This is an optimization exercise on Yosys and OpenROAD, whose aim is small area, not a production implementation. The RTL was checked by simulation tests, not by an equivalence proof against the original design.

Setup of run 1:
==> flow/design.v (excerpt) <==
module mips8_engine (
    input  wire        clk,
    input  wire        reset,
    input  wire        host_rf_we,
    input  wire [4:0]  host_rf_idx,
    input  wire [31:0] host_rf_wdata,
    input  wire        host_rf_wpresent,
    output wire [31:0] host_rf_rdata,
    output wire        host_rf_rpresent,
    output wire        imem_req,
    output wire [31:0] imem_addr,
    input  wire        imem_valid,
    input  wire [63:0] imem_data,
    output wire        dmem_re,
    output wire        dmem_we,
    output wire [31:0] dmem_addr,
    output wire [31:0] dmem_wdata,
    input  wire [31:0] dmem_rdata,
    input  wire        dmem_present,
    output wire [7:0]  report_occ,
    output wire        report_stall,
    output wire        finished,
    output wire [2:0]  fault_code,
    output wire [31:0] fault_value,
    output wire [63:0] fault_word
);
    localparam [2:0] F_NONE    = 3'd0;
  ...
Size in the first run: roughly 5,100 cells after synthesis, roughly 1,500 flip-flops, roughly 380 I/O pins, roughly 0.066 mm^2 of cells after synthesis.
Settings: LEC_CHECK=0, CAP_MARGIN=20, CORE_MARGIN=2, CORE_UTILIZATION=45, CTS_BUF_LIST=sky130_fd_sc_hd__clkbuf_8, SLEW_MARGIN=20; clock period 11.0 ns.
standard.sh (not shown) runs the stock make flow with config.mk's settings and CLKGATE_MAP_FILE= SYNTH_SCRIPT=/design/flow/synth_recipe.tcl, a recipe that flattens the netlist after the stock synthesis.
==> flow/flow/run.sh <==
#!/bin/bash
# Standard ORFS layout (the standard.sh, unchanged synthesis) with two
# layout choices made through ORFS's own variables:
#  - ports are buffered with the smallest buffer instead of the delay cell
#    buffer_ports picks by default (every port still gets its own buffer);
#  - clock tree without dummy loads, from clkbuf_8 buffers, with up to 12
#    flip-flops per leaf buffer.
# Each step's full log is in orfs/logs/; make's own output is in standard.log.
set -euo pipefail
export BUFFER_PORTS_ARGS="-buffer_cell sky130_fd_sc_hd__buf_1"
export CTS_ARGS="-sink_clustering_enable -repair_clock_nets -dont_use_dummy_load -sink_clustering_size 12 -sink_clustering_max_diameter 50 -buf_list {sky130_fd_sc_hd__clkbuf_8}"
bash standard.sh > standard.log 2>&1
Inputs modified between run 1 and run 2:
==> flow/flow/run.sh <==
#!/bin/bash
# Standard ORFS layout (the standard.sh, unchanged synthesis) with three
# layout choices made through ORFS's own variables:
#  - ports are buffered with the smallest buffer instead of the delay cell
#    buffer_ports picks by default (every port still gets its own buffer);
#  - clock tree without dummy loads, from small clock buffers;
#  - power recovery after global routing, which downsizes cells that have
#    timing slack.
# Each step's full log is in orfs/logs/; make's own output is in standard.log.
set -euo pipefail
export BUFFER_PORTS_ARGS="-buffer_cell sky130_fd_sc_hd__buf_1"
export CTS_ARGS="-sink_clustering_enable -repair_clock_nets -dont_use_dummy_load -buf_list {sky130_fd_sc_hd__clkbuf_4 sky130_fd_sc_hd__clkbuf_8}"
export RECOVER_POWER=100
bash standard.sh > standard.log 2>&1
-- flow/config.mk --
<<< run 1, line 10
export CORE_UTILIZATION = 45
export CTS_BUF_LIST = sky130_fd_sc_hd__clkbuf_8
>>> run 2, line 10
export CORE_UTILIZATION = 55
export CTS_BUF_LIST = sky130_fd_sc_hd__clkbuf_4 sky130_fd_sc_hd__clkbuf_8
Notes after the runs:
STATUS run=run 2 STAGES=ALL_DONE FINAL_CHECKS=FAILED CAUSE=capacitance limit, slew limit, setup timing. Summary of run 2 over run 1: met3 layer wire length in the routed design up about 14%, via count of the first global-routing pass shows an increase of 0.82%, global routing usage on met1 rose 10 points.
Edits applied to the flow inputs when going from run 2 to run 3:
==> flow/flow/run.sh <==
#!/bin/bash
# Standard ORFS layout (the standard.sh, unchanged synthesis) with two
# layout choices made through ORFS's own variables:
#  - ports are buffered with the smallest buffer instead of the delay cell
#    buffer_ports picks by default (every port still gets its own buffer);
#  - clock tree without dummy loads, from clkbuf_8 buffers, with up to 16
#    flip-flops per leaf buffer.
# Each step's full log is in orfs/logs/; make's own output is in standard.log.
set -euo pipefail
export BUFFER_PORTS_ARGS="-buffer_cell sky130_fd_sc_hd__buf_1"
export CTS_ARGS="-sink_clustering_enable -repair_clock_nets -dont_use_dummy_load -sink_clustering_size 16 -sink_clustering_max_diameter 60 -buf_list {sky130_fd_sc_hd__clkbuf_8}"
bash standard.sh > standard.log 2>&1
-- flow/config.mk --
<<< run 2, line 10
export CORE_UTILIZATION = 55
export CTS_BUF_LIST = sky130_fd_sc_hd__clkbuf_4 sky130_fd_sc_hd__clkbuf_8
>>> run 3, line 10
export CORE_UTILIZATION = 45
export CTS_BUF_LIST = sky130_fd_sc_hd__clkbuf_8
Notes after the runs:
- Run 3 ends up with a wire length of the first global-routing pass that is 2.2% higher than in run 2.
- Run 3 against run 2; clock-buffer cell count is down by more than a quarter.
- Of run 3 and run 2, it is run 3 that has the higher achievable clock frequency.
- Of run 2 and run 3, just one finished clean: run 3.
- Run 2 finished all stages; layout check result: FAIL, due to capacitance limit, slew limit, setup timing.
- Between run 2 and run 3, the flow reports non-clock buffer count decreasing slightly.
- Maximum fanout along the worst path (run 2 / run 3): 0.37
- Maximum buffer depth of the clock tree: run 3 vs run 2 identical

[re-timing with driven ports]
In the flow no input, the clock included, has a driving cell. The finished layouts below were timed again as built, in two steps.
Step 1 sets driving cells, clkbuf_16 on the clock port and buf_2 on the other inputs (assumed; they add their load-dependent delay and slew).
Step 2 also shifts input and output timing later by t, the mid clock arrival at the registers, as if the neighbouring blocks saw the same clock.
Three values: ideal ports, drivers, drivers and shift; two values: the first two.
| run | t (ns) | setup slack, ns | slew at the worst register clock pin (ns) | pins driven straight from the clock port |
|---|---|---|---|---|
| run 1 | 0.987 | 0.307 / 0.228 / 0.778 | 0.09 / 0.09 | 1 |
| run 2 | 1.044 | -0.437 / -0.519 / -1.204 | 0.08 / 0.08 | 1 |
| run 3 | 0.991 | 0.304 / 0.231 / 0.851 | 0.11 / 0.11 | 1 |
The setup slack of run 2, which loses most, moves by -0.082 ns with the drivers and by -0.767 ns with both steps.
